This design comes from an exercise in tuning for small area, a short achievable clock period and few clock cycles on the open sky130 flow, not from production work. No run shown here included a check of the RTL's function; only the layout flow was run. Power figures rest on the tool's default switching activity, not on a simulated workload.

==> config.mk <==
export PLATFORM = sky130hd
export DESIGN_NAME = kbd_scan_react
export DESIGN_NICKNAME = kbd_scan_react
export VERILOG_FILES = /design/flow/design.v
export SDC_FILE = /design/flow/constraint.sdc
export NUM_CORES = 8
export LEC_CHECK = 0
export CAP_MARGIN = 20
export CORE_MARGIN = 2
export CORE_UTILIZATION = 40
export PLACE_DENSITY = 0.6
export SLEW_MARGIN = 20
export SYNTH_HIERARCHICAL = 1
==> constraint.sdc <==
create_clock -name core_clock -period 14.0 [get_ports {clk}]
set_input_delay 2.8000 -clock core_clock [delete_from_list [all_inputs] [get_ports {clk}]]
set_output_delay 2.8000 -clock core_clock [all_outputs]
set_load 0.01 [all_outputs]
==> design.v <==
module kbd_scan_react (
    input  wire        clk,
    input  wire        rst,
    input  wire        cmd_valid,
    input  wire [7:0]  cmd,
    output wire        cmd_ready,
    output reg  [7:0]  row_n,
    input  wire [7:0]  col_n,
    input  wire [31:0] rnd_data,
    output reg         rnd_take,
    output wire [17:0] ev,
    output reg         led_valid,
    output reg  [23:0] led_data,
    output reg         draw_valid,
    output wire [1:0]  draw_sprite,
    output wire [2:0]  fault
);
    localparam [1:0] M_RAINBOW = 2'd0, M_LIGHTNING = 2'd1, M_CHASE = 2'd2, M_CHASE2 = 2'd3;
    localparam [3:0] S_IDLE = 4'd0,
                     S_SCAN = 4'd1,    
                     S_POP  = 4'd2,    
                     S_DBW  = 4'd3,    
                     S_LFW  = 4'd4,    
                     S_LF   = 4'd5,    
                     S_LW0  = 4'd6,    
                     S_LT0  = 4'd7,    
                     S_LW1  = 4'd8,    
                     S_LT1  = 4'd9,    
                     S_LR   = 4'd10,   
                     S_LR2  = 4'd11,   
                     S_LT2  = 4'd12,   
                     S_KW0  = 4'd13,   
                     S_KT0  = 4'd14,   
                     S_KT1  = 4'd15;   
    reg [3:0]  st;
    reg        rdy;
    reg        rdy_ok;       
    reg        f_proto, f_ill;
    reg [2:0]  sc_row;
    reg        row_on;
    reg [2:0]  ic;           
    reg [2:0]   phi;
    reg [63:0]  rs;          
    reg [255:0] rc;          
    reg [63:0]  rsn;         
    reg         lap0;        
    reg [3:0]   pass;        
    reg [7:0]   rhot;        
    reg [7:0]   pmask;       
    reg [7:0]   bvalid;
    reg [7:0]   bkind;
    reg [2:0]   brow;
    reg [7:0]   evrow;
    reg [7:0]   ev_r;        
    reg [59:0] lk;           
    reg [11:0] lt;           
    reg [1:0]  fk;           
    reg        fws;          
    reg [7:0]  ft;
    reg        fpend;        
    reg [6:0]  lcnt;
    reg [3:0]  cidx;
    reg [7:0]  cph;          
    reg [1:0]  mode;
    reg [3:0]  rsel;         
    reg [3:0]  jsel;         
    reg        lb;           
    reg        ldim;
    reg [7:0]  p0r;          
    reg [9:0]  a_p3;         
    reg        a_r0, a_r2;   
    reg [8:0]  a_fd;         
    reg        a_fl;         
    reg        a_ty;         
    reg [3:0]  a_d;          
    reg [1:0]  a_m3;         
    reg [1:0]  sprite;
    reg [31:0] dd;           
    reg x_ltf, x_lk, x_lm, x_dt, x_dk, x_lfin, x_lw;
    reg x_prev;              
    reg [3:0]  mnib;         
    reg [3:0]  macc;         
    reg [3:0]  mcnt;
    reg        mvalid;
    assign cmd_ready   = rdy;
    assign draw_sprite = sprite;
    assign fault       = {f_proto, f_ill, 1'b0};
    assign ev          = {ev_r[7:6], 5'd0, ev_r[5:3], 5'd0, ev_r[2:0]};
    wire [7:0]  u_s   = lap0 ? 8'd0  : rs[7:0];
    wire [31:0] u_c   = lap0 ? 32'd0 : rc[31:0];
    wire [7:0]  u_sn  = lap0 ? 8'd0  : rsn[7:0];
    wire        in_pass = (pass != 4'd0);
    reg  [7:0]  u_s2, u_fire, u_pend;
    reg  [31:0] u_c2;
    reg  [3:0]  uc;
    reg         udif;
    integer k;
    always @* begin
        for (k = 0; k < 8; k = k + 1) begin
            uc   = u_c[4*k +: 4];
            udif = u_sn[k] ^ u_s[k];
            u_fire[k] = udif & (uc == 4'd14);
            u_pend[k] = &uc;
            u_s2[k]   = u_s[k] ^ u_fire[k];
            u_c2[4*k +: 4] = udif ? ((&uc) ? 4'd1 : uc + 4'd1) : 4'd0;
        end
    end
    wire        u_fany   = |u_fire;
    reg         u_hot;
    always @* begin
        u_hot = 1'b0;
        for (k = 0; k < 8; k = k + 1)
            u_hot = u_hot | (u_c2[4*k +: 4] == 4'd14);
    end
    wire [7:0]  lowmask  = (8'd1 << phi) - 8'd1;
    wire        ld_now   = !in_pass && (bvalid == 8'd0) && evrow[phi] && ((evrow & lowmask) == 8'd0);
    wire        q_any    = (bvalid != 8'd0) || (evrow != 8'd0);
    wire [7:0]  bmask    = (8'd1 << brow) - 8'd1;
    wire        pop_wait = (bvalid != 8'd0) ? ((pmask & bmask) != 8'd0) : ((pmask != 8'd0) || (evrow != 8'd0));
    reg [2:0] b_col;
    integer n;
    always @* begin
        b_col = 3'd0;
        for (n = 7; n >= 0; n = n - 1)
            if (bvalid[n]) b_col = n;
    end
    wire b_kind  = bkind[b_col];
    wire b_press = (bvalid != 8'd0) && b_kind;
    wire [2:0] sn_wp = sc_row - phi - 3'd1;
    wire       sample = (st == S_SCAN) && row_on;
    reg [7:0] bv_nx, evrow_nx, bkind_nx;
    reg [2:0] brow_nx;
    always @* begin
        bv_nx = bvalid; evrow_nx = evrow; bkind_nx = bkind; brow_nx = brow;
        if (in_pass) begin
            if (u_fany) begin
                if ((bvalid == 8'd0 && evrow == 8'd0) || (bvalid != 8'd0 && phi < brow)) begin
                    if (bvalid != 8'd0) evrow_nx[brow] = 1'b1;
                    brow_nx = phi; bv_nx = u_fire; bkind_nx = u_sn;
                end else
                    evrow_nx[phi] = 1'b1;
            end
        end else if (ld_now) begin
            brow_nx = phi; bv_nx = u_pend; bkind_nx = u_s;
            evrow_nx[phi] = 1'b0;
        end
    end
    wire [7:0] bv_pop = bvalid & ~(8'd1 << b_col);
    wire [7:0] ev_pop = (bvalid == 8'd0) ? 8'd0 : {1'b1, b_kind, brow, b_col};
    wire [3:0] m15   = (macc == 4'd15) ? 4'd0 : macc;
    wire [2:0] m5    = (m15 >= 4'd10) ? m15 - 4'd10 : (m15 >= 4'd5) ? m15 - 4'd5 : m15;
    wire [1:0] m3    = (m15 >= 4'd12) ? m15 - 4'd12 : (m15 >= 4'd9) ? m15 - 4'd9 :
                       (m15 >= 4'd6) ? m15 - 4'd6 : (m15 >= 4'd3) ? m15 - 4'd3 : m15;
    wire       r_trig = (mnib[1:0] == 2'd0) && (m5 == 3'd0);
    wire [1:0] m43   = (mnib[1:0] == 2'd3) ? 2'd0 : mnib[1:0];
    wire [2:0] jt    = {1'b0, m3} + 3'd3 - {1'b0, m43};
    wire [1:0] jq    = (jt >= 3'd3) ? jt[1:0] - 2'd3 : jt[1:0];
    wire [3:0] r_j   = {jq, mnib[1:0]};
    wire [4:0] ms1   = {1'b0, macc} + {1'b0, mnib};
    wire [3:0] ms3   = ms1[3:0] + {3'd0, ms1[4]};
    wire is_L   = (mode == M_LIGHTNING);
    wire is_C   = (mode == M_CHASE);
    wire [6:0] k_last  = (mode == M_CHASE2) ? 7'd99 : 7'd9;
    wire       lt_fire = (lcnt == k_last);
    wire       scan_go = (ic >= 3'd3) && !in_pass;
    wire frame_x = x_ltf | x_lk | x_lm | x_lfin | x_lw;
    wire lf_ok   = !frame_x && !x_prev;
    wire dd_hit = x_dk ? 1'b0 : x_dt ? (dd == 32'd398) : (dd == 32'd399);
    wire [1:0] spr_t = (sprite == 2'd1) ? 2'd2 : 2'd1;
    wire [3:0] t_lk  = mvalid ? S_KT0 : S_KW0;
    wire [3:0] t_db  = in_pass ? S_DBW : S_IDLE;
    wire [3:0] t_pop = pop_wait ? S_POP : (b_press && is_L) ? t_lk : S_IDLE;
    wire [3:0] t_lt  = (lt_fire && is_L) ? (mvalid ? S_LT0 : S_LW0) : S_IDLE;
    wire [3:0] t_lkc = is_L ? t_lk : S_IDLE;
    wire [3:0] t_lf  = lf_ok ? S_LF : S_LFW;
    wire       pop_press = !pop_wait && b_press;
    reg [3:0] st_nx;
    reg       rdy_nx, rdyok_nx, take_nx, lfin_nx, lw_nx, lb_ld, ldim_ld, jsel_ld;
    reg [3:0] rsel_nx;
    reg [2:0] scrow_nx;
    reg [7:0] rown_nx;
    reg       rowon_nx;
    always @* begin
        st_nx = st; rdy_nx = rdy; rdyok_nx = rdy_ok; take_nx = 1'b0;
        lfin_nx = 1'b0; lw_nx = 1'b0; lb_ld = 1'b0; ldim_ld = 1'b0; jsel_ld = 1'b0;
        rsel_nx = rsel; scrow_nx = sc_row; rown_nx = row_n; rowon_nx = row_on;
        case (st)
        S_SCAN: begin
            if (row_on) begin
                rown_nx = 8'hFF; rowon_nx = 1'b0; scrow_nx = sc_row + 3'd1;
                if (sc_row == 3'd7) begin
                    st_nx = S_IDLE; rdy_nx = 1'b1; rdyok_nx = 1'b1;
                end
            end else if (scan_go) begin
                rown_nx = ~(8'd1 << sc_row); rowon_nx = 1'b1;
            end
        end
        S_DBW: if (!in_pass) begin
            st_nx = S_IDLE; rdy_nx = 1'b1; rdyok_nx = !q_any;
        end
        S_POP: if (!pop_wait) begin
            st_nx = t_pop; rdy_nx = (t_pop == S_IDLE); rdyok_nx = (t_pop == S_IDLE);
            take_nx = b_press && is_L && mvalid;
        end
        S_LFW: if (lf_ok) st_nx = S_LF;
        S_LF: begin
            if (rsel == 4'd12) begin
                st_nx = S_IDLE; rdy_nx = 1'b1; rdyok_nx = 1'b1; rsel_nx = 4'd1;
            end else
                rsel_nx = rsel + 4'd1;
        end
        S_LW0: if (mvalid) begin
            st_nx = S_LT0; take_nx = 1'b1;
        end
        S_LT0: begin
            if (r_trig)
                st_nx = S_LW1;
            else begin
                st_nx = S_IDLE; rdy_nx = 1'b1; rdyok_nx = 1'b1; lfin_nx = 1'b1;
            end
        end
        S_LW1: if (mvalid) begin
            st_nx = S_LT1; take_nx = 1'b1; rsel_nx = r_j;
        end
        S_LT1: begin
            st_nx = S_LR; rsel_nx = 4'd1; jsel_ld = 1'b1;
        end
        S_LR: begin
            st_nx = S_LR2; ldim_ld = 1'b1;
        end
        S_LR2: begin
            if (ldim) begin
                st_nx = S_LT2; take_nx = 1'b1;
            end else begin
                st_nx = S_IDLE; rdy_nx = 1'b1; rdyok_nx = 1'b1; lfin_nx = 1'b1;
            end
        end
        S_LT2: begin
            lb_ld = 1'b1;
            st_nx = S_IDLE; rdy_nx = 1'b1; rdyok_nx = 1'b1; lfin_nx = 1'b1; lw_nx = 1'b1;
        end
        S_KW0: if (mvalid) begin
            st_nx = S_KT0; take_nx = 1'b1;
        end
        S_KT0: begin
            st_nx = S_KT1; take_nx = 1'b1; jsel_ld = 1'b1;
        end
        S_KT1: begin
            lb_ld = 1'b1;
            st_nx = S_IDLE; rdy_nx = 1'b1; rdyok_nx = 1'b1; lw_nx = 1'b1;
        end
        default: ;
        endcase
    end
    wire pop_s = (st == S_POP) && !pop_wait;
    wire [3:0] st_d;
    wire       rdy_d, rdyok_d, fill_d, fproto_d, xltf_d, xlk_d, xlm_d, xdt_d, xdk_d;
    wire       dv_d, take_d, rowon_d;
    wire [3:0] pass_d;
    wire [6:0] lcnt_d;
    wire [1:0] mode_d, spr_d;
    wire [7:0] ev_d, bv_d, rown_d;
    wire [2:0] scrow_d;
    kbd_scan_react_cmd u_cmd (
        .cmd(cmd), .cmd_valid(cmd_valid), .rdy_ok(rdy_ok),
        .st_nx(st_nx), .t_db(t_db), .t_pop(t_pop), .t_lt(t_lt), .t_lkc(t_lkc), .t_lf(t_lf),
        .rdy_nx(rdy_nx), .rdyok_nx(rdyok_nx),
        .r_db(t_db == S_IDLE), .r_pop(t_pop == S_IDLE), .r_lt(t_lt == S_IDLE), .r_lkc(t_lkc == S_IDLE),
        .ro_db(!in_pass && !q_any),
        .f_ill(f_ill), .fproto_nx(f_proto || (st == S_DBW && !in_pass && q_any)),
        .db_proto(!in_pass && q_any),
        .pass_nx(in_pass ? pass - 4'd1 : (st == S_DBW && !q_any) ? 4'd8 : 4'd0),
        .lcnt(lcnt), .lcnt_lt(lt_fire ? 7'd0 : lcnt + 7'd1),
        .mode(mode),
        .ltf_lt(lt_fire && !is_L), .lk_lk(is_C), .lk_pop(pop_press && is_C),
        .xlk_nx(pop_s && b_press && is_C), .dk_pop(pop_press), .xdk_nx(pop_s && b_press),
        .spr_t(spr_t), .spr_nx((pop_s && b_press) ? spr_t : sprite), .dd_hit(dd_hit),
        .dv_nx(pop_s && b_press),
        .take_nx(take_nx), .take_lt(lt_fire && is_L && mvalid), .take_lk(is_L && mvalid),
        .take_pop(pop_press && is_L && mvalid),
        .pop_ok(!pop_wait), .ev_pop(ev_pop), .ev_nx(pop_s ? ev_pop : ev_r),
        .bv_pop(bv_pop), .bv_nx(pop_s ? bv_pop : bv_nx),
        .scrow_nx(scrow_nx), .rown_nx(rown_nx), .rowon_nx(rowon_nx), .scan_go(scan_go),
        .st_d(st_d), .rdy_d(rdy_d), .rdyok_d(rdyok_d), .fill_d(fill_d), .fproto_d(fproto_d),
        .pass_d(pass_d), .lcnt_d(lcnt_d), .mode_d(mode_d), .xltf_d(xltf_d), .xlk_d(xlk_d),
        .xlm_d(xlm_d), .xdt_d(xdt_d), .xdk_d(xdk_d), .spr_d(spr_d), .dv_d(dv_d), .take_d(take_d),
        .ev_d(ev_d), .bv_d(bv_d), .scrow_d(scrow_d), .rown_d(rown_d), .rowon_d(rowon_d));
    wire a_step = (st == S_LF && rsel != 4'd12) || (st == S_LT1);
    wire       f_rb  = (fk == 2'd0);
    wire       f_c2  = (fk == 2'd3);
    wire [3:0] d0    = (f_c2 && cidx >= 4'd6) ? cidx - 4'd6 : cidx;
    wire [7:0] a0_p  = f_rb ? ft : cph - {4'd0, d0};
    wire [9:0] a0_p3 = {2'd0, p0r} + {1'd0, p0r, 1'b0};
    wire [10:0] a_dp3 = f_rb ? (fws ? ((a_m3 == 2'd2) ? 11'd66 : 11'd63) : 11'd0)
                             : (a_d == 4'd0) ? (f_c2 ? -11'd15 : -11'd33) : 11'd3;
    wire [10:0] a_s3  = {1'b0, a_p3} + a_dp3;
    wire [9:0]  a_p3n = {a_s3[10] ? 2'b10 : (a_s3[9:8] == 2'b11) ? 2'b00 : a_s3[9:8], a_s3[7:0]};
    wire [3:0]  a_dn  = (a_d == 4'd0) ? (f_c2 ? 4'd5 : 4'd11) : a_d - 4'd1;
    wire [1:0]  a_m3n = (a_m3 == 2'd2) ? 2'd0 : a_m3 + 2'd1;
    wire [9:0]  n_p3  = a_step ? a_p3n : a0_p3;
    wire [3:0]  n_sel = a_step ? rsel : 4'd0;
    wire [4:0]  n_k   = f_rb ? 5'd0 : lk[5*n_sel +: 5];
    wire       b_r0  = a_r0;
    wire       b_r2  = a_r2;
    wire [7:0] b_3q  = a_p3[7:0] + {6'd0, b_r2, !b_r0 && !b_r2};
    wire [7:0] lo_v  = a_fl ? (a_ty ? 8'd128 : 8'd255) : b_3q;
    wire [7:0] hi_v  = a_fl ? 8'd255 : ~b_3q;
    wire [9:0] lo_d  = {2'd0, lo_v} - {1'b0, a_fd};
    wire [9:0] hi_d  = {2'd0, hi_v} - {1'b0, a_fd};
    wire [7:0] lo_f  = lo_d[9] ? 8'd0 : lo_d[7:0];
    wire [7:0] hi_f  = hi_d[9] ? 8'd0 : hi_d[7:0];
    wire [7:0] c_r   = (a_fl | b_r2) ? lo_f : b_r0 ? hi_f : 8'd0;
    wire [7:0] c_g   = a_fl ? lo_f : b_r0 ? 8'd0 : b_r2 ? hi_f : lo_f;
    wire [7:0] c_b   = (a_fl | !(b_r0 | b_r2)) ? hi_f : b_r0 ? lo_f : 8'd0;
    wire       c_dim = c_r < 8'd100;
    wire [3:0] cidx_next = (cidx == 4'd11) ? 4'd0 : cidx + 4'd1;
    wire [3:0] cidx_twin = (cidx_next >= 4'd6) ? cidx_next - 4'd6 : cidx_next + 4'd6;
    wire chase_upd = x_ltf & mode[1];
    wire l_clear   = x_lm & (mode != M_RAINBOW);
    wire l_fade    = chase_upd | x_lfin;
    reg [59:0] lk_n;
    reg [11:0] lt_n;
    reg        wr;
    integer i;
    always @* begin
        for (i = 0; i < 12; i = i + 1) begin
            wr = ((chase_upd | x_lk) & ((i == cidx_next) || (mode == M_CHASE2 && i == cidx_twin))) |
                 (x_lw & (i == jsel));
            lt_n[i] = (x_lw & (i == jsel)) ? lb : lt[i];
            if (l_clear)
                lk_n[5*i +: 5] = 5'd31;
            else if (wr)
                lk_n[5*i +: 5] = l_fade ? 5'd1 : 5'd0;
            else if (l_fade && lk[5*i +: 5] != 5'd31)
                lk_n[5*i +: 5] = lk[5*i +: 5] + 5'd1;
            else
                lk_n[5*i +: 5] = lk[5*i +: 5];
        end
    end
    always @(posedge clk) begin
        led_data <= {c_g, c_r, c_b};
        p0r  <= a0_p;
        a_p3 <= n_p3;
        a_r0 <= (n_p3 < 10'd255);
        a_r2 <= (n_p3 >= 10'd510);
        a_fd <= {n_k, 3'd0} + {2'd0, n_k, 1'b0};
        a_ty <= lt[n_sel];
        a_fl <= (fk == 2'd1);
        a_d  <= a_step ? a_dn  : d0;
        a_m3 <= a_step ? a_m3n : 2'd0;
        lt   <= lt_n;
        bkind <= bkind_nx;
        brow  <= brow_nx;
        if (jsel_ld) jsel <= r_j;
        if (lb_ld)   lb   <= rnd_data[0];
        if (ldim_ld) ldim <= c_dim;
        rs  <= {in_pass ? u_s2 : u_s, rs[63:8]};
        rc  <= {in_pass ? u_c2 : u_c, rc[255:32]};
        rsn <= {u_sn, rsn[63:8]};
        if (sample)
            rsn[8*sn_wp +: 8] <= ~col_n;
        if (rst) begin
            st <= S_IDLE; rdy <= 1'b1; rdy_ok <= 1'b1;
            f_proto <= 1'b0; f_ill <= 1'b0;
            sc_row <= 3'd0; row_on <= 1'b0; ic <= 3'd0; row_n <= 8'hFF;
            phi <= 3'd0; lap0 <= 1'b1; pass <= 4'd0; rhot <= 8'd0; pmask <= 8'd0;
            bvalid <= 8'd0; evrow <= 8'd0; ev_r <= 8'd0;
            lk <= {12{5'd31}}; fk <= 2'd1; fws <= 1'b0; ft <= 8'd255; fpend <= 1'b0;
            lcnt <= 7'd0; cidx <= 4'd0; cph <= 8'd255; mode <= M_RAINBOW;
            rsel <= 4'd1;
            sprite <= 2'd0; dd <= 32'd0;
            x_ltf <= 1'b0; x_lk <= 1'b0; x_lm <= 1'b0;
            x_dt <= 1'b0; x_dk <= 1'b0; x_lfin <= 1'b0; x_lw <= 1'b0; x_prev <= 1'b0;
            rnd_take <= 1'b0; led_valid <= 1'b0; draw_valid <= 1'b0;
            mcnt <= 4'd0; macc <= 4'd0; mvalid <= 1'b0;
        end else begin
            if (rnd_take) begin
                mcnt <= 4'd0; macc <= 4'd0; mvalid <= 1'b0;
            end else if (!mvalid) begin
                if (!mcnt[3])
                    mnib <= rnd_data[4*(~mcnt[2:0]) +: 4];
                if (mcnt != 4'd0)
                    macc <= ms3;
                if (mcnt[3])
                    mvalid <= 1'b1;
                else
                    mcnt <= mcnt + 4'd1;
            end
            ic <= row_on ? 3'd0 : (ic[2] ? 3'd4 : ic + 3'd1);
            phi   <= phi + 3'd1;
            if (phi == 3'd7) lap0 <= 1'b0;
            evrow <= evrow_nx;
            if (in_pass) begin
                rhot[phi]  <= u_hot;
                pmask[phi] <= 1'b0;
            end
            if (pass_d == 4'd8)
                pmask <= rhot;
            lk <= lk_n;
            if (x_lm) begin
                if (mode == M_RAINBOW)
                    fpend <= 1'b1;
                else begin
                    fk <= mode; cidx <= 4'd0; cph <= 8'd255;
                end
            end else if (chase_upd | x_lk) begin
                cidx <= cidx_next;
                cph  <= cph + 8'd1;
            end
            if (x_ltf && mode == M_RAINBOW) begin
                fk <= 2'd0;
                if (fpend) begin
                    fws <= 1'b1; ft <= 8'd0; fpend <= 1'b0;
                end else
                    ft <= ft + 8'd1;
            end
            if (x_dk)
                dd <= 32'd0;
            else if (x_dt)
                dd <= dd + 32'd1;
            x_prev <= frame_x;
            st      <= st_d;
            rdy     <= rdy_d;
            rdy_ok  <= rdyok_d;
            f_ill   <= fill_d;
            f_proto <= fproto_d;
            pass    <= pass_d;
            lcnt    <= lcnt_d;
            mode    <= mode_d;
            x_ltf   <= xltf_d;
            x_lk    <= xlk_d;
            x_lm    <= xlm_d;
            x_dt    <= xdt_d;
            x_dk    <= xdk_d;
            x_lfin  <= lfin_nx;
            x_lw    <= lw_nx;
            sprite  <= spr_d;
            draw_valid <= dv_d;
            rnd_take   <= take_d;
            ev_r    <= ev_d;
            bvalid  <= bv_d;
            sc_row  <= scrow_d;
            row_n   <= rown_d;
            row_on  <= rowon_d;
            rsel    <= rsel_nx;
            led_valid <= (st == S_LF);
        end
    end
endmodule
module kbd_scan_react_cmd (
    input  wire [7:0] cmd,
    input  wire       cmd_valid,
    input  wire       rdy_ok,
    input  wire [3:0] st_nx, t_db, t_pop, t_lt, t_lkc, t_lf,
    input  wire       rdy_nx, rdyok_nx, r_db, r_pop, r_lt, r_lkc, ro_db,
    input  wire       f_ill, fproto_nx, db_proto,
    input  wire [3:0] pass_nx,
    input  wire [6:0] lcnt, lcnt_lt,
    input  wire [1:0] mode,
    input  wire       ltf_lt, lk_lk, lk_pop, xlk_nx, dk_pop, xdk_nx,
    input  wire [1:0] spr_t, spr_nx,
    input  wire       dd_hit, dv_nx,
    input  wire       take_nx, take_lt, take_lk, take_pop,
    input  wire       pop_ok,
    input  wire [7:0] ev_pop, ev_nx, bv_pop, bv_nx,
    input  wire [2:0] scrow_nx,
    input  wire [7:0] rown_nx,
    input  wire       rowon_nx, scan_go,
    output wire [3:0] st_d,
    output wire       rdy_d, rdyok_d, fill_d, fproto_d,
    output wire [3:0] pass_d,
    output wire [6:0] lcnt_d,
    output wire [1:0] mode_d,
    output wire       xltf_d, xlk_d, xlm_d, xdt_d, xdk_d,
    output wire [1:0] spr_d,
    output wire       dv_d, take_d,
    output wire [7:0] ev_d, bv_d,
    output wire [2:0] scrow_d,
    output wire [7:0] rown_d,
    output wire       rowon_d
);
    wire ok     = cmd_valid & rdy_ok;
    wire a_scan = ok & (cmd == 8'h10);
    wire a_db   = ok & (cmd == 8'h20);
    wire a_pop  = ok & (cmd == 8'h21);
    wire a_lt   = ok & (cmd == 8'h30);
    wire a_lk   = ok & (cmd == 8'h31);
    wire a_lf   = ok & (cmd == 8'h32);
    wire a_lm   = ok & (cmd[7:2] == 6'b001101);
    wire a_dt   = ok & (cmd == 8'h40);
    wire a_dk   = ok & (cmd == 8'h41);
    wire a_ill  = ok & ~((cmd == 8'h10) | (cmd == 8'h20) | (cmd == 8'h21) | (cmd == 8'h30) |
                         (cmd == 8'h31) | (cmd == 8'h32) | (cmd[7:2] == 6'b001101) |
                         (cmd == 8'h40) | (cmd == 8'h41));
    assign st_d     = a_scan ? 4'd1 : a_db ? t_db : a_pop ? t_pop : a_lt ? t_lt :
                      a_lk ? t_lkc : a_lf ? t_lf : st_nx;
    assign rdy_d    = (a_scan | a_lf) ? 1'b0 : a_db ? r_db : a_pop ? r_pop : a_lt ? r_lt :
                      a_lk ? r_lkc : rdy_nx;
    assign rdyok_d  = (a_scan | a_lf | a_ill) ? 1'b0 : a_db ? ro_db : a_pop ? r_pop :
                      a_lt ? r_lt : a_lk ? r_lkc : rdyok_nx;
    assign fill_d   = f_ill | a_ill;
    assign fproto_d = fproto_nx | (a_db & db_proto);
    assign pass_d   = (a_db & ro_db) ? 4'd8 : pass_nx;
    assign lcnt_d   = a_lt ? lcnt_lt : a_lm ? 7'd0 : lcnt;
    assign mode_d   = a_lm ? cmd[1:0] : mode;
    assign xltf_d   = a_lt & ltf_lt;
    assign xlk_d    = (a_lk & lk_lk) | (a_pop & lk_pop) | xlk_nx;
    assign xlm_d    = a_lm;
    assign xdt_d    = a_dt;
    assign xdk_d    = a_dk | (a_pop & dk_pop) | xdk_nx;
    assign spr_d    = (a_dk | (a_pop & dk_pop)) ? spr_t : (a_dt & dd_hit) ? 2'd0 : spr_nx;
    assign dv_d     = a_dk | (a_dt & dd_hit) | (a_pop & dk_pop) | dv_nx;
    assign take_d   = (a_lt & take_lt) | (a_lk & take_lk) | (a_pop & take_pop) | take_nx;
    assign ev_d     = (a_pop & pop_ok) ? ev_pop : ev_nx;
    assign bv_d     = (a_pop & pop_ok) ? bv_pop : bv_nx;
    assign scrow_d  = a_scan ? 3'd0 : scrow_nx;
    assign rown_d   = a_scan ? (scan_go ? 8'hFE : 8'hFF) : rown_nx;
    assign rowon_d  = a_scan ? scan_go : rowon_nx;
endmodule
==> flow/run.sh <==
#!/bin/bash
# Standard ORFS layout (standard synthesis, unchanged). Timing repair aims at a
# larger setup slack than the default so that the achieved period is short.
set -euo pipefail
bash standard.sh SETUP_SLACK_MARGIN=10 CTS_CLUSTER_SIZE=40 CTS_CLUSTER_DIAMETER=60 finish > standard.log 2>&1
==> standard.sh <==
#!/bin/bash
# synth_recipe.tcl (not shown) runs the flow's synth.tcl, then flattens the netlist and writes it again
# the make line also repeats each setting of config.mk as NAME=value (left out here)
make -C /OpenROAD-flow-scripts/flow DESIGN_CONFIG=/design/flow/config.mk WORK_HOME=/design/flow/orfs CLKGATE_MAP_FILE= SYNTH_SCRIPT=/design/flow/synth_recipe.tcl "${@:-finish}"
==> insert_results.sql, run 1 <==
INSERT INTO impl_metrics (metric_group, metric, value, unit) VALUES
('grt', 'gr-total-overflow', '0', ''),
('sta', 'final_sum_of_negative_setup_slack', '0', 'ps'),
('sta', 'maximum_achievable_frequency', '241', 'MHz'),
('hold_path', 'hold_path.class', 'flop to flop', ''),
('setup_path', 'timing.rr.end', 'ldim', ''),
('drt', 'drt-wirelength-per-cell', '17.0', 'um'),
('clock_tree', 'clockRootBuffer', 'sky130_fd_sc_hd__clkbuf_16', ''),
('finish', 'layout.area.seq', '0.0136', 'mm2'),
('finish', 'layout-area-overhead-vs-synth', '12.6', '%'),
('clock_tree', 'cts_tree', 'built', ''),
('yosys', 'ys_seq_area_share', '47.4', '%'),
('grt', 'global_route.usage.met1', '23.4', '%'),
('placed_design', 'dp.final_hpwl', '47.5', 'mm'),
('finish', 'post_layout_nonfiller_instances', '4046', ''),
('yosys', 'parity_gate_share_of_the_synthesized_area_counting_xor_and_xnor_cells', '3.88', '%'),
('yosys', 'synthesis.instances', '3029', ''),
('placed_design', 'post_dp_area', '0.0302', 'mm2'),
('sta', 'drv_slew', '0', ''),
('grt', 'first_global_vias', '21400', ''),
('floorplanning', 'top_level_ports', '110', ''),
('setup_path', 'timing.critical_path.depth', '9', ''),
('grt', 'grt_first_pass_wirelength', '111', 'mm'),
('floorplanning', 'core.rowCount', '98', ''),
('setup_path', 'critPathTopFamily', 'simple AND/OR/NAND/NOR gates', ''),
('yosys', 'synth-async-reset-ratio', '0', '%'),
('setup_path', 'cp_cell_sequence', 'buf_12 > nand4bb_4 > nor3_4 > nand3_2 > and2_4 > or4b_4 > buf_4 > nand3_2 > a21oi_1', ''),
('finish', 'drive_above_1_share', '11.9', '%'),
('placed_design', 'final_replace_weighted_congestion', '0.897', ''),
('floorplanning', 'floorplan.core_area', '0.0712', 'mm2'),
('placed_design', 'placed_cells', '3929', ''),
('floorplanning', 'design.die.area', '0.0738', 'mm2'),
('floorplanning', 'die_w', '272', 'um'),
('setup_path', 'critPathLaunchType', 'primary input', ''),
('sta', 'final.period_utilization', '29.6', '%'),
('run_status', 'status', 'complete, no violations', ''),
('yosys', 'netlist_top_cells_area', 'sky130_fd_sc_hd__dfxtp_1 46%, sky130_fd_sc_hd__ha_1 5.6%, sky130_fd_sc_hd__nand2_1 3.6%', ''),
('grt', 'grt_util_met3', '2.23', '%'),
('grt', 'aggregate_global_route_resource_usage', '18.1', '%'),
('setup_path', 'crit_fanout', '8', ''),
('yosys', 'synth-seq-cells', '673', ''),
('yosys', 'yosysWarningCount', '7', ''),
('drt', 'routed_wirelength', '68.6', 'mm'),
('clock_tree', 'clk_pin_slew', '100', 'ps'),
('finish', 'multi_input_comb_area', '0.0145', 'mm2'),
('sta', 'final_period_minus_worst_setup_slack', '4140', 'ps'),
('sta', 'worst_skew', '63.8', 'ps'),
('setup_path', 'crit_type', 'primary input to flop', ''),
('drt', 'first_pass_iteration_count_of_the_detailed_router', '6', ''),
('yosys', 'yosys.area.top_type_share', '46.2', '%'),
('sta', 'final.hold.worst_slack', '313', 'ps'),
('grt', 'grt_start_max_net_pins', '99', ''),
('yosys', 'synth.largest_area_cell', 'sky130_fd_sc_hd__dfxtp_1', ''),
('setup_path', 'setup_slack_of_the_worst_register_to_register_path', '9990', 'ps'),
('yosys', 'synthAdderAreaFrac', '6.19', '%'),
('sta', 'worst_pin_slew', '1070', 'ps'),
('grt', 'gr-max-usage-layer', 'met2', ''),
('yosys', 'synth_cell_types', '110', ''),
('setup_path', 'slowest_cell_on_the_critical_path', 'sky130_fd_sc_hd__or4b_4', ''),
('drt', 'drc', '0', ''),
('pwr', 'p_total', '3.45', 'mW'),
('setup_path', 'worst_setup_path_startpoint', 'cmd[3]', ''),
('floorplanning', 'initial_utilization', '40.2', '%'),
('yosys', 'mean_post_synth_cell_area', '9.46', 'um2'),
('yosys', 'yosys-mux-area-fraction', '4.27', '%'),
('clock_tree', 'cts-hold-fix-buffers', '0', ''),
('setup_path', 'rr_worst_depth', '14', ''),
('floorplanning', 'die_height', '272', 'um'),
('yosys', 'most_frequently_used_flop_master_after_synthesis', 'sky130_fd_sc_hd__dfxtp_1', ''),
('clock_tree', 'clk-insertion-delay-late', '620', 'ps'),
('flow_run', 'timing.max_cap.violations', '0', ''),
('setup_path', 'critical_path.most_common_cell', 'sky130_fd_sc_hd__nand3_2', '');
## repair_timing
action                                  in CTS  in global routing
endpoints found under the setup margin     161                 41
pin swaps                                   27                 28
cloned                                       3                  1
buffers inserted                            27                 12
gates resized for setup                    229                 36
## kinds of logic (layout without fill, tap and decap cells)
logic type	after synthesis	in the layout
and+or+nand+nor	1077	1078
DFF	673	673
AOI/OAI and AO/OA	650	652
buffers and inverters	263	308
adders and majority gates	137	137
xor gates and xnor gates	127	127
muxes	100	100
other	2	21
## per-stage QoR
stage	worst slack, ps	utilization [%]
2_1_floorplan	9430	-
3_3_place_gp	8060	42.3
3_5_place_dp	8070	42.3
4_1_cts	9910	45.0
5_1_grt	9820	45.3
6_report	9860	45.3
## flip-flops by register name (all words and copies together), names as in the netlist, 10 cells and up
register and cells:
led_data 24, lk 60, rs 64, a_p3 10
rsn 64, dd 32, rc 256
## metal layers
metal | wire, um | vias up
met2 | 32900 | 485
met5 | 0 | -
met3 | 2740 | 129
met1 | 31000 | 10700
met4 | 2000 | 0
li1 | - | 10800
## layout by cell type (no fill, tap or decap), types with 27 or more instances in the layout
master,n
sky130_fd_sc_hd__nand4_1,38
sky130_fd_sc_hd__xor2_1,69
sky130_fd_sc_hd__dfxtp_1,633
sky130_fd_sc_hd__buf_4,57
sky130_fd_sc_hd__mux2_2,28
sky130_fd_sc_hd__xnor2_1,58
sky130_fd_sc_hd__mux2i_1,51
sky130_fd_sc_hd__a22o_1,51
sky130_fd_sc_hd__nor4_1,27
sky130_fd_sc_hd__nand2b_1,45
sky130_fd_sc_hd__nor3_1,71
sky130_fd_sc_hd__nor2_1,221
sky130_fd_sc_hd__clkbuf_16,41
sky130_fd_sc_hd__nand2_1,272
sky130_fd_sc_hd__ha_1,126
sky130_fd_sc_hd__or2_2,27
sky130_fd_sc_hd__nor2b_1,92
sky130_fd_sc_hd__inv_1,107
sky130_fd_sc_hd__o21ai_0,182
sky130_fd_sc_hd__a21oi_1,121
sky130_fd_sc_hd__nand3_1,83
sky130_fd_sc_hd__and3_1,43
## modules after synthesis, one instance, submodules excluded
module,copies in the design,cell area (um2),cells,flip-flops and latches
kbd_scan_react,1,27400,2862,673
kbd_scan_react_cmd,1,1230,167,0
## how the worst min path moves through the flow
| stage | start | to | slack, ps |
|---|---|---|---|
| final | rs[15] | rs[7] | 310 |
| after floorplan | rc[32] | rc[0] | 310 |
| after global routing | rs[41] | rs[33] | 310 |
| after global placement | rc[252] | rc[220] | 310 |
| after detailed placement | rc[140] | rc[108] | 310 |
| after CTS | rs[25] | rs[17] | 320 |
## where the power goes
| group | internal (mW) | total [mW] | switching, mW | leakage, nW |
|---|---|---|---|---|
| sequential | 1.92 | 1.94 | 0.0121 | 5.43 |
| combinational | 0.0450 | 0.117 | 0.0718 | 6.15 |
| clock | 0.620 | 1.40 | 0.780 | 0.739 |
## final cells by class
cell class	count	share of cell area, %
clock inverters	29	1.59
clock buffers	44	3.24
multi-input cells	2114	44.8
repair buffers	122	3.07
inverters	113	1.32
flip-flops and latches	673	42.3
well taps	950	3.68
diodes	1	0.00775
==> inputs of run 2 (changes only) <==
==> flow/run.sh (replaced) <==
#!/bin/bash
# Standard ORFS layout (standard synthesis, unchanged). Timing repair aims at a
# larger setup slack than the default so that the achieved period is short.
set -euo pipefail
bash standard.sh SETUP_SLACK_MARGIN=10 CTS_CLUSTER_SIZE=24 CTS_CLUSTER_DIAMETER=70 finish > standard.log 2>&1
==> run 2 against run 1 <==
  * Wire length decreased by 0.27%
  * Clock skew down 33 ps
  * Global-route usage is essentially flat
  * Final cell count down 0.37%
  * Area after synthesis did not move
  * Worst setup slack gained 110 ps
  * Critical path type unchanged
  * Count of clock-buffer cells in the layout rose by 1
  * Fmax grew 2.7%
  * Largest cell class unchanged
==> insert_results.sql, run 2 <==
INSERT INTO impl_metrics (metric_group, metric, value, unit) VALUES
('run_status', 'status', 'complete, no violations', ''),
('clock_tree', 'cts_tree', 'built', ''),
('drt', 'met2_length', '32.8', 'mm'),
('yosys', 'netlist_top_cells_area', 'sky130_fd_sc_hd__dfxtp_1 46%, sky130_fd_sc_hd__ha_1 5.6%, sky130_fd_sc_hd__nand2_1 3.6%', ''),
('placed_design', 'placed_cells', '3929', ''),
('yosys', 'netlist_area', '0.0287', 'mm2'),
('clock_tree', 'clk-insertion-delay-late', '600', 'ps'),
('sta', 'final_sum_of_negative_setup_slack', '0', 'ps'),
('sta', 'setup_repair_after_global_routing_missed_its_margin', 'true', ''),
('pwr', 'vdd_ir_drop_max', '0.106', 'mV'),
('sta', 'worst_skew', '30.7', 'ps'),
('grt', 'grt_first_pass_wirelength', '111', 'mm'),
('drt', 'antenna_violating_nets_post_route', '0', ''),
('sta', 'worst_pin_slew', '1070', 'ps'),
('yosys', 'synthesis.instances', '3029', ''),
('setup_path', 'crit_type', 'primary input to flop', ''),
('floorplanning', 'top_level_ports', '110', ''),
('placed_design', 'post_dp_area', '0.0302', 'mm2'),
('yosys', 'yosys.area.top_type_share', '46.2', '%'),
('pwr', 'combPwrFrac', '3.5', '%'),
('placed_design', 'final_replace_weighted_congestion', '0.897', ''),
('floorplanning', 'initial_utilization', '40.2', '%'),
('finish', 'layout-area-overhead-vs-synth', '11.7', '%'),
('yosys', 'synth.largest_area_cell', 'sky130_fd_sc_hd__dfxtp_1', ''),
('finish', 'fin_nets', '3248', ''),
('finish', 'top_registers', 'rc: 256 flops, rs: 64 flops, rsn: 64 flops', ''),
('yosys', 'most_frequently_used_flop_master_after_synthesis', 'sky130_fd_sc_hd__dfxtp_1', ''),
('setup_path', 'cp.required', '14440', 'ps'),
('finish', 'most-common-layout-cells', '634 x sky130_fd_sc_hd__dfxtp_1, 272 x sky130_fd_sc_hd__nand2_1, 221 x sky130_fd_sc_hd__nor2_1, 182 x sky130_fd_sc_hd__o21ai_0, 126 x sky130_fd_sc_hd__ha_1', ''),
('setup_path', 'critPathLaunchType', 'primary input', ''),
('pwr', 'pwr_dens', '103', 'mW/mm2'),
('setup_path', 'crit_fanout', '8', ''),
('finish', 'largest_reg_flops', '256', ''),
('pwr', 'power.clock.fraction', '37.7', '%'),
('drt', 'met1_length', '30.8', 'mm'),
('finish', 'largest-register', 'rc', ''),
('sta', 'maxSlewHeadroom', '28.6', '%'),
('floorplanning', 'die_height', '272', 'um'),
('pwr', 'p_int', '2.54', 'mW'),
('floorplanning', 'design.die.area', '0.0738', 'mm2'),
('setup_path', 'worstPathArrival', '4480', 'ps'),
('placed_design', 'dp_slack', '8070', 'ps'),
('yosys', 'synth-seq-cells', '673', ''),
('finish', 'fin_area', '0.0320', 'mm2'),
('pwr', 'p_switching', '0.754', 'mW'),
('drt', 'drt-wirelength-per-cell', '17.0', 'um'),
('drt', 'detail_route.iter0.violations', '1623', ''),
('flow_run', 'timing.max_cap.violations', '0', ''),
('sta', 'post-route-worst-setup-slack', '9970', 'ps'),
('finish', 'final_core_utilization', '45.0', '%'),
('sta', 'finalHoldViolations', '0', ''),
('pwr', 'power.sequential.fraction', '58.7', '%'),
('clock_tree', 'cts-hold-fix-buffers', '0', ''),
('sta', 'final_period_minus_worst_setup_slack', '4030', 'ps'),
('grt', 'aggregate_global_route_resource_usage', '18.1', '%'),
('sta', 'drv_slew', '0', ''),
('drt', 'via_per_inst', '5.47', ''),
('grt', 'gr-total-overflow', '0', ''),
('drt', 'num_vias', '22100', ''),
('sta', 'final.period_utilization', '28.8', '%'),
('yosys', 'yosysWarningCount', '7', ''),
('floorplanning', 'floorplan.core_area', '0.0712', 'mm2'),
('clock_tree', 'clk_pin_slew', '90', 'ps'),
('yosys', 'synth-async-reset-ratio', '0', '%'),
('yosys', 'ys_seq_area_share', '47.4', '%'),
('drt', 'routed_wirelength', '68.4', 'mm'),
('finish', 'drive_above_1_share', '11.5', '%'),
('yosys', 'mean_post_synth_cell_area', '9.46', 'um2'),
('pwr', 'netSwitchingFraction', '22.9', '%'),
('drt', 'top_layer_used', 'met4', ''),
('floorplanning', 'core.rowCount', '98', ''),
('drt', 'first_pass_iteration_count_of_the_detailed_router', '6', ''),
('finish', 'post_layout_nonfiller_instances', '4031', ''),
('grt', 'first_global_vias', '21400', ''),
('yosys', 'yosys.cell_count.top_type', 'sky130_fd_sc_hd__dfxtp_1', ''),
('clock_tree', 'cts_max_path_buffers', '3', ''),
('setup_path', 'endpoint_kind', 'flop', ''),
('sta', 'report.final.setup_viol', '0', ''),
('placed_design', 'dp.final_hpwl', '47.5', 'mm'),
('finish', 'most_frequent_standard_cell_in_the_layout_excluding_fill_and_tap_cells', 'sky130_fd_sc_hd__dfxtp_1', ''),
('floorplanning', 'die_w', '272', 'um'),
('grt', 'grt_antenna_before_repair', '0', ''),
('clock_tree', 'htree_num_levels', '2', ''),
('yosys', 'synth_common_cells', '661 x sky130_fd_sc_hd__dfxtp_1, 272 x sky130_fd_sc_hd__nand2_1, 223 x sky130_fd_sc_hd__nor2_1, 186 x sky130_fd_sc_hd__o21ai_0, 129 x sky130_fd_sc_hd__ha_1', ''),
('drt', 'drc', '0', ''),
('grt', 'grt_start_max_net_pins', '99', ''),
('clock_tree', 'numCtsBuffers', '39', ''),
('yosys', 'synth_cell_types', '110', ''),
('pwr', 'power_leakage', '12.2', 'nW'),
('hold_path', 'hold_path.class', 'flop to flop', ''),
('yosys', 'synth-edff-count', '12', ''),
('clock_tree', 'clockRootBuffer', 'sky130_fd_sc_hd__clkbuf_16', ''),
('sta', 'maximum_achievable_frequency', '248', 'MHz'),
('placed_design', 'io_buffers', '66', ''),
('clock_tree', 'cts_sinks', '673', ''),
('drt', 'routed-wl-met3', '2.79', 'mm');
-- run 2: cell types whose count changed in the layout (fill, tap and decap cells not counted), moves of 3 or more --
| cell | before | now |
|---|---|---|
| sky130_fd_sc_hd__buf_4 | 57 | 50 |
| sky130_fd_sc_hd__clkinv_16 | 6 | 0 |
| sky130_fd_sc_hd__clkinv_8 | 6 | 2 |
| sky130_fd_sc_hd__inv_8 | 4 | 0 |
| sky130_fd_sc_hd__clkdlybuf4s15_1 | 5 | 14 |
| sky130_fd_sc_hd__buf_2 | 22 | 17 |
| sky130_fd_sc_hd__dlygate4sd2_1 | 20 | 11 |
| sky130_fd_sc_hd__inv_12 | 4 | 1 |
| sky130_fd_sc_hd__clkdlybuf4s15_2 | 1 | 8 |
-- run 2: cells by family after synthesis --
group / after synthesis / share of synthesized area, %
AOI/OAI and AO/OA: 650 / 15.1
adders and majority gates: 137 / 6.19
buffers and inverters: 263 / 3.78
and+or+nand+nor: 1077 / 19.3
other: 2 / 0.0262
DFF: 673 / 47.4
xor gates and xnor gates: 127 / 3.88
muxes: 100 / 4.27
-- run 2: per-stage QoR --
stage	hold WS, ps	power [mW]
CTS	319	3.34
floorplan	310	2.06
global placement	310	2.09
global route	324	3.42
finish	316	3.29
detailed placement	312	2.09
-- run 2: final timing paths --
kind | slack (ps) | end | from | cells after the start
worst max-delay path | 9970 | pmask[0] | cmd[3] | 8
worst min-delay path | 320 | rc[23] | rc[55] | 0
worst max register to register | 10020 | ldim | a_r2 | 16
worst min register to register | 320 | rc[23] | rc[55] | 0
-- run 2: per-layer routing --
| layer | track usage, % | up-vias |
|---|---|---|
| met4 | 6.30 | 0 |
| met3 | 1.97 | 125 |
| met1 | 23.5 | 10600 |
| met2 | 31.1 | 545 |
| li1 | - | 10800 |
| met5 | 0 | - |
-- run 2: per-module statistics from Yosys, one instance, submodules excluded --
module | cell area (um2) | cells inside | flip-flops and latches | copies in the design
kbd_scan_react | 27400 | 2862 | 673 | 1
kbd_scan_react_cmd | 1230 | 167 | 0 | 1
-- run 2: area by class of cell --
type / instances / area [um2]
fillers: 6763 / 39200
multi-input cells: 2114 / 14500
flip-flops and latches: 673 / 13600
well taps: 950 / 1190
clock buffers: 45 / 1070
repair buffers: 119 / 1040
inverters: 113 / 425
clock inverters: 16 / 190
diodes: 1 / 2.50
-- run 2: timing repair --
| item | 4_1_cts | 5_1_grt |
|---|---|---|
| pin swaps | 30 | 24 |
| hold endpoints to repair | 0 | 0 |
| gates resized for setup | 230 | 38 |
| setup buffers | 26 | 10 |
| cloned | 3 | 1 |
| endpoints found under the setup margin | 160 | 42 |
-- run 2: critical path, cell delays in order --
cell and delay (ps):
sky130_fd_sc_hd__buf_12 100, sky130_fd_sc_hd__nand4bb_4 240, sky130_fd_sc_hd__nor3_4 170, sky130_fd_sc_hd__nand3_2 140
sky130_fd_sc_hd__and2_4 200, sky130_fd_sc_hd__or4b_4 600, sky130_fd_sc_hd__o211ai_1 140, sky130_fd_sc_hd__a21oi_1 80
-- run 2: power by group through the flow --
stage | logic, mW | registers, mW | clock network, mW
4_1_cts | 0.115 | 1.93 | 1.29
5_1_grt | 0.127 | 1.94 | 1.35
3_3_place_gp | 0.106 | 1.98 | 0
2_1_floorplan | 0.0849 | 1.97 | 0
3_5_place_dp | 0.108 | 1.98 | 0
6_report | 0.117 | 1.93 | 1.24
==> inputs of run 3 (changes only) <==
==> flow/run.sh (replaced) <==
#!/bin/bash
# Standard ORFS layout (standard synthesis, unchanged). Timing repair aims at a
# larger setup slack than the default so that the achieved period is short.
set -euo pipefail
bash standard.sh SETUP_SLACK_MARGIN=10.25 CTS_CLUSTER_SIZE=24 CTS_CLUSTER_DIAMETER=70 finish > standard.log 2>&1
==> run 3 against run 2 <==
  * Count of clock-buffer cells in the layout is the same
  * Clock power grew 7%
  * First-iteration DRC count shrank 9.2%
  * Critical endpoint is now pmask[2]
  * Highest routed layer unchanged
==> insert_results.sql, run 3 <==
INSERT INTO impl_metrics (metric_group, metric, value, unit) VALUES
('yosys', 'yosysWarningCount', '7', ''),
('yosys', 'synth_cell_types', '110', ''),
('pwr', 'vdd_ir_drop_max', '0.120', 'mV'),
('grt', 'gr-total-overflow', '0', ''),
('setup_path', 'endpoint_kind', 'flop', ''),
('pwr', 'power.clock.fraction', '39.3', '%'),
('floorplanning', 'die_height', '272', 'um'),
('yosys', 'synth_common_cells', '661 x sky130_fd_sc_hd__dfxtp_1, 272 x sky130_fd_sc_hd__nand2_1, 223 x sky130_fd_sc_hd__nor2_1, 186 x sky130_fd_sc_hd__o21ai_0, 129 x sky130_fd_sc_hd__ha_1', ''),
('sta', 'maximum_achievable_frequency', '248', 'MHz'),
('setup_path', 'cp.required', '14470', 'ps'),
('pwr', 'pwr_dens', '104', 'mW/mm2'),
('yosys', 'yosys.area.top_type_share', '46.2', '%'),
('yosys', 'ys_seq_area_share', '47.4', '%'),
('placed_design', 'io_buffers', '66', ''),
('clock_tree', 'numCtsBuffers', '42', ''),
('finish', 'layout-area-overhead-vs-synth', '13.9', '%'),
('clock_tree', 'cts_tree', 'built', ''),
('hold_path', 'hold_path_end', 'rc[75]', ''),
('sta', 'finalHoldViolations', '0', ''),
('finish', 'top_registers', 'rc: 256 flops, rs: 64 flops, rsn: 64 flops', ''),
('drt', 'detail_route.iter0.violations', '1474', ''),
('clock_tree', 'clk-insertion-delay-late', '620', 'ps'),
('yosys', 'mean_post_synth_cell_area', '9.46', 'um2'),
('placed_design', 'dp.final_hpwl', '47.6', 'mm'),
('finish', 'final_core_utilization', '45.8', '%'),
('placed_design', 'final_replace_weighted_congestion', '0.878', ''),
('yosys', 'synth-seq-cells', '673', ''),
('pwr', 'combPwrFrac', '3.6', '%'),
('sta', 'final_period_minus_worst_setup_slack', '4030', 'ps'),
('pwr', 'p_int', '2.59', 'mW'),
('sta', 'setup_repair_after_global_routing_missed_its_margin', 'true', ''),
('setup_path', 'worstPathArrival', '4500', 'ps'),
('floorplanning', 'top_level_ports', '110', ''),
('yosys', 'netlist_top_cells_area', 'sky130_fd_sc_hd__dfxtp_1 46%, sky130_fd_sc_hd__ha_1 5.6%, sky130_fd_sc_hd__nand2_1 3.6%', ''),
('pwr', 'power_leakage', '12.4', 'nW'),
('yosys', 'synth-async-reset-ratio', '0', '%'),
('setup_path', 'setup_slack_of_the_worst_register_to_register_path', '10110', 'ps'),
('drt', 'antenna_violating_nets_post_route', '0', ''),
('drt', 'via_per_inst', '5.46', ''),
('setup_path', 'crit_type', 'primary input to flop', ''),
('floorplanning', 'floorplan.core_area', '0.0712', 'mm2'),
('setup_path', 'rr_worst_depth', '16', ''),
('floorplanning', 'initial_utilization', '40.2', '%'),
('setup_path', 'timing.rr.end', 'ldim', ''),
('run_status', 'status', 'complete, no violations', ''),
('hold_path', 'worstHoldStart', 'rc[107]', ''),
('drt', 'first_pass_iteration_count_of_the_detailed_router', '5', ''),
('pwr', 'netSwitchingFraction', '23.6', '%'),
('yosys', 'synth-edff-count', '12', '');
run 3: cell counts after synthesis:
Identical to the previous run, type by type.
run 3: metal layers:
layer,wire (um),GRT usage [%],vias to the layer above
met1,31500,23.7,10700
met3,2930,2.34,116
met2,33400,31.6,524
met5,0,0,-
li1,-,-,10800
met4,1770,5.77,0
run 3: area by class of cell:
cell class                 count  area share [%]
clock inverter                22           0.962
sequential                   673            41.9
tap                          950            3.64
clock buffer                  45            3.32
timing repair buffer         143            3.94
inverter                     113            1.34
multi-input combinational   2114            44.9
run 3: how the worst max path moves through the flow:
stage | endpoint | startpoint | cells past startpoint
finish | pmask[2] | cmd[3] | 8
global route | pmask[4] | cmd[3] | 8
CTS | pmask[2] | cmd[3] | 8
detailed placement | pmask[4] | cmd[2] | 8
global placement | pmask[2] | cmd[2] | 8
floorplan | pmask[4] | cmd[6] | 8
run 3: critical path, cell delays in order:
cell and delay (ps):
sky130_fd_sc_hd__buf_12 100, sky130_fd_sc_hd__nand4bb_4 250, sky130_fd_sc_hd__nor3_4 180, sky130_fd_sc_hd__nand3_2 140, sky130_fd_sc_hd__and2_4 190, sky130_fd_sc_hd__or4b_4 610
sky130_fd_sc_hd__o211ai_1 130, sky130_fd_sc_hd__a21oi_1 90
run 3: per-stage QoR:
stage | power (mW) | worst slack (ps) | instance area (um2) | std cells | hold WS [ps]
2_1_floorplan | 2.06 | 9430 | 29100 | 3047 | 310
3_3_place_gp | 2.09 | 8080 | 30300 | 3930 | 310
3_5_place_dp | 2.09 | 8070 | 30300 | 3930 | 312
4_1_cts | 3.42 | 9980 | 32400 | 4049 | 319
5_1_grt | 3.51 | 9900 | 32700 | 4060 | 318
6_report | 3.38 | 9970 | 32700 | 4060 | 318
run 3: cells by family after synthesis:
| kind of cell | share of synthesized area, % |
|---|---|
| buf+inv | 3.78 |
| simple gates | 19.3 |
| mux | 4.27 |
| other cells | 0.0262 |
| xor+xnor | 3.88 |
| flops | 47.4 |
| fa+ha+maj | 6.19 |
| compound gates | 15.1 |
run 3: modules after synthesis (local to each module, per instance):
module              area [um2]  copies in the design  flip-flops and latches  cells
kbd_scan_react           27400                     1                     673   2862
kbd_scan_react_cmd        1230                     1                       0    167
run 3: power groups by stage:
stage                     Clock (mW)  Sequential (mW)  Combinational, mW
after global routing            1.44             1.94              0.133
after detailed placement           0             1.98              0.108
after CTS                       1.37             1.93              0.117
after floorplan                    0             1.97             0.0863
after global placement             0             1.98              0.106
final                           1.33             1.93              0.122
run 3: timing repair:
item	in CTS	in global routing
gates resized for setup	371	47
cloned	4	0
setup buffers	48	11
hold buffers	0	0
pin swaps	49	20
endpoints found under the setup margin	189	172

==> separate check: timing with driven ports <==
The results above use ideal ports. As a check the final layouts listed here were re-extracted and re-timed, cells and wires unchanged. Step 1 (the two cells are an assumption about what drives the block):
set clk [get_ports {clk}]
set_driving_cell -lib_cell sky130_fd_sc_hd__clkbuf_16 $clk
set_driving_cell -lib_cell sky130_fd_sc_hd__buf_2 [delete_from_list [all_inputs] $clk]
Step 2, shift: input delay + t, output delay - t, t = (earliest + latest rising clock arrival at the registers) / 2. This alone moves slack from input paths to output paths. Three values: no drivers, after step 1, after step 2; two values: the first two.
run	t, ns	slack for setup (ns)	latest minus earliest clock arrival (ns)	worst slew at a driven data input, ns
run 1	0.650	9.857 / 9.870 / 9.220	0.066 / 0.066	0.07
run 2	0.651	9.965 / 9.980 / 9.330	0.031 / 0.031	0.07
run 3	0.667	9.965 / 9.968 / 9.300	0.031 / 0.031	0.08
After both steps setup and hold are still met in every run listed. For run 3, which loses most, drivers alone change the setup slack by +0.003 ns; drivers and shift together by -0.665 ns.
